This design comes from an exercise in tuning for small area on the open sky130 flow, not from production work. Function was checked by simulation only, so behaviour that the tests miss may differ from the original.

==> flow/design.v (excerpt) <==
module periph (
    input  wire        clk,
    input  wire        rst_n,
    input  wire        hreq,
    input  wire        hwrite,
    input  wire [1:0]  hsize,       
    input  wire [31:0] haddr,
    input  wire [31:0] hwdata,
    output wire        hready,
    output wire [31:0] hrdata,
    output wire [1:0]  hfault,
    output wire        scl_o,
    output wire        sda_o,
    input  wire        sda_p,
    output wire [13:0] fl_raddr,
    input  wire [31:0] fl_rdata,
    output wire [13:0] fl_waddr,
    output wire        fl_we,
    output wire [3:0]  fl_wstrb,
    output wire [31:0] fl_wdata,
    output wire        fl_erase_page,
    output wire        fl_erase_all
);
    wire sel_flash = haddr[27];
    wire sel_flc   = haddr[4];
    wire a_mis     = haddr[1] | haddr[0];
    wire f_align = (hsize[0] & haddr[0]) | (hsize[1] & a_mis);
    wire [1:0] fault = sel_flash ? {hwrite | f_align, hwrite}
                                 : {hsize[1] & a_mis, ~hsize[1]};
    wire flt = fault[1] | fault[0];
    wire flc_busy_now;
    wire flash_rd = sel_flash & ~hwrite & ~f_align;
    assign hready = ~(flash_rd & flc_busy_now);
    wire reg_wr = hreq & hwrite & ~sel_flash & ~flt;
    wire [1:0] reg_idx = haddr[3:2];
    wire i2cm_cmd_we   = reg_wr & ~sel_flc & (reg_idx == 2'd0);
    wire i2cm_stat_we  = reg_wr & ~sel_flc & (reg_idx == 2'd1);
    wire i2cm_delay_we = reg_wr & ~sel_flc & (reg_idx == 2'd3);
    wire flc_cmd_we    = reg_wr &  sel_flc & (reg_idx == 2'd0);
    wire flc_addr_we   = reg_wr &  sel_flc & (reg_idx == 2'd1);
    wire flc_data_we   = reg_wr &  sel_flc & (reg_idx == 2'd2);
    wire flc_stat_we   = reg_wr &  sel_flc & (reg_idx == 2'd3);
    wire [11:0] i2cm_stat;
    wire [7:0]  i2cm_data;
    wire [15:0] i2cm_delay;
    wire [31:0] flc_addr, flc_data;
    wire [12:0] flc_stat;
    wire [1:0]  rd_lane;
    periph_i2cm u_i2cm (
        .clk       (clk),
        .rst_n     (rst_n),
        .cmd_we    (i2cm_cmd_we),
        .stat_we   (i2cm_stat_we),
        .delay_we  (i2cm_delay_we),
        .wdata     (hwdata),
        .sda_p     (sda_p),
        .scl_o     (scl_o),
        .sda_o     (sda_o),
        .stat      (i2cm_stat),
        .data      (i2cm_data),
        .delay_reg (i2cm_delay)
    );
    periph_flc u_flc (
        .clk           (clk),
  ...
==> flow/config.mk <==
export PLATFORM = sky130hd
export DESIGN_NAME = periph
export DESIGN_NICKNAME = periph
export VERILOG_FILES = /design/flow/design.v
export SDC_FILE = /design/flow/constraint.sdc
export NUM_CORES = 4
export LEC_CHECK = 0
export CAP_MARGIN = 20
export CORE_MARGIN = 2
export CORE_UTILIZATION = 40
export SLEW_MARGIN = 20
==> flow/constraint.sdc <==
create_clock -name core_clock -period 10.0 [get_ports {clk}]
set_input_delay 2.0000 -clock core_clock [delete_from_list [all_inputs] [get_ports {clk}]]
set_output_delay 2.0000 -clock core_clock [all_outputs]
set_load 0.01 [all_outputs]
standard.sh (not shown) runs the stock make flow with config.mk's settings and CLKGATE_MAP_FILE= SYNTH_SCRIPT=/design/flow/synth_recipe.tcl, a recipe that flattens the netlist after the stock synthesis.
==> flow/flow/run.sh <==
#!/bin/bash
# Layout flow: the standard layout on the standard synthesis, with
#  - the combinational logic of that synthesis re-mapped by ABC for area
#    (flip-flops untouched, same cells and names),
#  - the smallest buffer on every port,
#  - a clock tree of smaller buffers,
#  - no cells above x4 drive for the layout's repairs.
set -euo pipefail
cd "$(dirname "$0")/.."
W=$(pwd)
RES=$W/orfs/results/sky130hd/periph/base
LIB=$FLOW_HOME/platforms/sky130hd/lib/sky130_fd_sc_hd__tt_025C_1v80.lib
YOSYS=$(command -v yosys || echo $FLOW_HOME/../tools/install/yosys/bin/yosys)

export BUFFER_PORTS_ARGS="-buffer_cell sky130_fd_sc_hd__buf_1"
export CTS_ARGS="-sink_clustering_enable -repair_clock_nets -dont_use_dummy_load -buf_list sky130_fd_sc_hd__clkbuf_4 -sink_clustering_size 10 -sink_clustering_max_diameter 40"

bash standard.sh synth > flow_synth.log 2>&1

cp $RES/1_2_yosys.v $W/flow/std_1_2_yosys.v.txt
# several ABC scripts; keep the smallest netlist
best=""; best_area=""
for abc in flow/abc_*.abc; do
  n=$(basename $abc .abc)
  mkdir -p flow/$n
  sed -e "s|LIBFILE|$LIB|g" -e "s|NETLIST|$W/flow/std_1_2_yosys.v.txt|" \
      -e "s|ABCSCRIPT|$W/$abc|" -e "s|OUTFILE|$W/flow/$n/remap.v|" \
      flow/remap.ys > flow/$n/remap_run.ys
  if (cd flow/$n && $YOSYS -s remap_run.ys) > flow_remap_$n.log 2>&1; then
    a=$(grep "Chip area for module" flow/$n/post_stat.txt | grep -v sky130 | head -1 | awk '{print $NF}')
    echo "$n $a" >> flow_remap_areas.log
    if [[ -n "$a" ]] && { [[ -z "$best_area" ]] || python3 -c "import sys; sys.exit(0 if $a < $best_area else 1)"; }; then
      best=$n; best_area=$a
    fi
  fi
done
echo "best $best $best_area" >> flow_remap_areas.log
cp flow/$best/remap.v $RES/1_2_yosys.v
rm -f $RES/1_synth.odb $RES/1_synth.sdc

# the layout's repairs may not pick cells larger than the x4 buffer; the
# list also holds the platform's own don't-use cells, since a make
# command-line setting replaces the platform's list
DONT_USE="$(tr '\n' ' ' < flow/no_big_cells.txt)"
bash standard.sh "DONT_USE_CELLS=$DONT_USE" finish > flow_layout.log 2>&1
==> flow/flow/abc_a2.abc <==
strash
dch -f
amap
mfs2
strash
dch -f
amap
mfs2
strash
dch -f
amap
topo
==> flow/flow/abc_a3.abc <==
strash
dch -f
amap
mfs2
strash
dch -f
amap
mfs2
strash
dch -f
amap
mfs2
strash
dch -f
amap
topo
==> flow/flow/abc_a5.abc <==
strash
dch -f
amap
mfs2
strash
dch -f
amap
mfs2
strash
dch -f
amap
mfs2
strash
dch -f
amap
mfs2
strash
dch -f
amap
mfs2
strash
dch -f
amap
topo
==> flow/flow/abc_a6.abc <==
strash
dch -f
amap
mfs2
strash
dch -f
amap
mfs2
strash
dch -f
amap
mfs2
strash
dch -f
amap
mfs2
strash
dch -f
amap
mfs2
strash
dch -f
amap
mfs2
strash
dch -f
amap
topo
==> flow/flow/abc_ad3.abc <==
strash
dc2
strash
dch -f
amap
mfs2
strash
dch -f
amap
mfs2
strash
dch -f
amap
mfs2
strash
dch -f
amap
topo
==> flow/flow/abc_an4.abc <==
strash
dch
amap
mfs2
strash
dch
amap
mfs2
strash
dch
amap
mfs2
strash
dch
amap
mfs2
strash
dch -f
amap
topo
==> flow/flow/abc_m6.abc <==
strash
dch -f
map -a
mfs2
strash
dch -f
map -a
mfs2
strash
dch -f
map -a
mfs2
strash
dch -f
map -a
mfs2
strash
dch -f
map -a
mfs2
strash
dch -f
map -a
topo
==> flow/flow/abc_ma3.abc <==
strash
dch -f
map -a
mfs2
strash
dch -f
map -a
mfs2
strash
dch -f
map -a
mfs2
strash
dch -f
amap
topo
==> flow/flow/abc_md6.abc <==
strash
dc2
strash
dch -f
map -a
mfs2
strash
dch -f
map -a
mfs2
strash
dch -f
map -a
mfs2
strash
dch -f
map -a
mfs2
strash
dch -f
map -a
mfs2
strash
dch -f
map -a
topo
Other scripts of this flow, unchanged in this note and not shown: flow/flow/no_big_cells.txt, flow/flow/remap.ys
The baseline completed without violations.
Edit:
==> flow/flow/abc_a3.abc (replaced) <==
strash
dch -f
amap 
mfs2
strash
dch -f
amap 
mfs2
strash
dch -f
amap 
mfs2
strash
dch -f
amap 
topo
==> flow/flow/abc_f20_3.abc (new file) <==
strash
dch -f
amap -F 20
mfs2
strash
dch -f
amap -F 20
mfs2
strash
dch -f
amap -F 20
mfs2
strash
dch -f
amap -F 20
topo
==> flow/flow/abc_f2_3.abc (new file) <==
strash
dch -f
amap -F 2
mfs2
strash
dch -f
amap -F 2
mfs2
strash
dch -f
amap -F 2
mfs2
strash
dch -f
amap -F 2
topo
==> flow/flow/abc_f4_3.abc (new file) <==
strash
dch -f
amap -F 4
mfs2
strash
dch -f
amap -F 4
mfs2
strash
dch -f
amap -F 4
mfs2
strash
dch -f
amap -F 4
topo
==> flow/flow/abc_f4_5.abc (new file) <==
strash
dch -f
amap -F 4
mfs2
strash
dch -f
amap -F 4
mfs2
strash
dch -f
amap -F 4
mfs2
strash
dch -f
amap -F 4
mfs2
strash
dch -f
amap -F 4
mfs2
strash
dch -f
amap -F 4
topo
==> flow/flow/abc_f4_6.abc (new file) <==
strash
dch -f
amap -F 4
mfs2
strash
dch -f
amap -F 4
mfs2
strash
dch -f
amap -F 4
mfs2
strash
dch -f
amap -F 4
mfs2
strash
dch -f
amap -F 4
mfs2
strash
dch -f
amap -F 4
mfs2
strash
dch -f
amap -F 4
topo
==> flow/flow/abc_f6_3.abc (new file) <==
strash
dch -f
amap -F 6
mfs2
strash
dch -f
amap -F 6
mfs2
strash
dch -f
amap -F 6
mfs2
strash
dch -f
amap -F 6
topo
==> flow/flow/abc_f6_6.abc (new file) <==
strash
dch -f
amap -F 6
mfs2
strash
dch -f
amap -F 6
mfs2
strash
dch -f
amap -F 6
mfs2
strash
dch -f
amap -F 6
mfs2
strash
dch -f
amap -F 6
mfs2
strash
dch -f
amap -F 6
mfs2
strash
dch -f
amap -F 6
topo
==> flow/flow/abc_f8_3.abc (new file) <==
strash
dch -f
amap -F 8
mfs2
strash
dch -f
amap -F 8
mfs2
strash
dch -f
amap -F 8
mfs2
strash
dch -f
amap -F 8
topo
removed: flow/flow/abc_a2.abc
removed: flow/flow/abc_a5.abc
removed: flow/flow/abc_a6.abc
removed: flow/flow/abc_ad3.abc
removed: flow/flow/abc_an4.abc
removed: flow/flow/abc_m6.abc
removed: flow/flow/abc_ma3.abc
removed: flow/flow/abc_md6.abc
Utilization decreases by 0.30 points.
Die area falls by 1.6%.
Global-route usage is about the same.
Edit:
--- a/flow/flow/run.sh
+++ b/flow/flow/run.sh
@@ -14,5 +14,5 @@
 
 export BUFFER_PORTS_ARGS="-buffer_cell sky130_fd_sc_hd__buf_1"
-export CTS_ARGS="-sink_clustering_enable -repair_clock_nets -dont_use_dummy_load -buf_list sky130_fd_sc_hd__clkbuf_4 -sink_clustering_size 10 -sink_clustering_max_diameter 40"
+export CTS_ARGS="-sink_clustering_enable -repair_clock_nets -dont_use_dummy_load -buf_list sky130_fd_sc_hd__clkbuf_4 -sink_clustering_size 9 -sink_clustering_max_diameter 50"
 
 bash standard.sh synth > flow_synth.log 2>&1
==> flow/flow/abc_g10_6.abc (new file) <==
strash
dch -f
amap -F 10
mfs2
strash
dch -f
amap -F 10
mfs2
strash
dch -f
amap -F 10
mfs2
strash
dch -f
amap -F 10
mfs2
strash
dch -f
amap -F 10
mfs2
strash
dch -f
amap -F 10
mfs2
strash
dch -f
amap -F 10
topo
==> flow/flow/abc_g3_6.abc (new file) <==
strash
dch -f
amap -F 3
mfs2
strash
dch -f
amap -F 3
mfs2
strash
dch -f
amap -F 3
mfs2
strash
dch -f
amap -F 3
mfs2
strash
dch -f
amap -F 3
mfs2
strash
dch -f
amap -F 3
mfs2
strash
dch -f
amap -F 3
topo
=> The changed run passed the timing, design-rule and antenna checks; setup slack gains 0.23 ns; synthesized cell count decreases by about 0.6%; fmax increases by about 4%; utilization fell by 0.13 points; final cell count fell by about 0.55%; via count is about the same.

==> static timing again, ports no longer ideal <==
Ports are ideal in the flow. The routed layouts listed here were re-timed in OpenROAD.
Step 1 sets driving cells, clkbuf_16 on the clock port and buf_2 on the other inputs (assumed; they add their load-dependent delay and slew).
Step 2 adds t to the input delays and takes it off the output delays; t is the mean of the earliest and latest rising clock arrival at the registers after step 1. Input paths then give back, and output paths get back, about the clock's delay inside the block.
Three values: no drivers, after step 1, after step 2; two values: the first two.
run | t, ns | slack for setup (ns) | worst hold slack (ns)
the first run | 0.654 | 4.405 / 4.359 / 3.902 | 0.430 / 0.430 / 0.430
the second run | 0.645 | 4.083 / 4.055 / 4.055 | 0.431 / 0.431 / 0.431
the third run | 0.714 | 4.314 / 4.290 / 3.912 | 0.433 / 0.433 / 0.433
After both steps setup and hold are still met in every run listed. The setup slack of the first run, which loses most, moves by -0.046 ns with the drivers and by -0.503 ns with both steps.
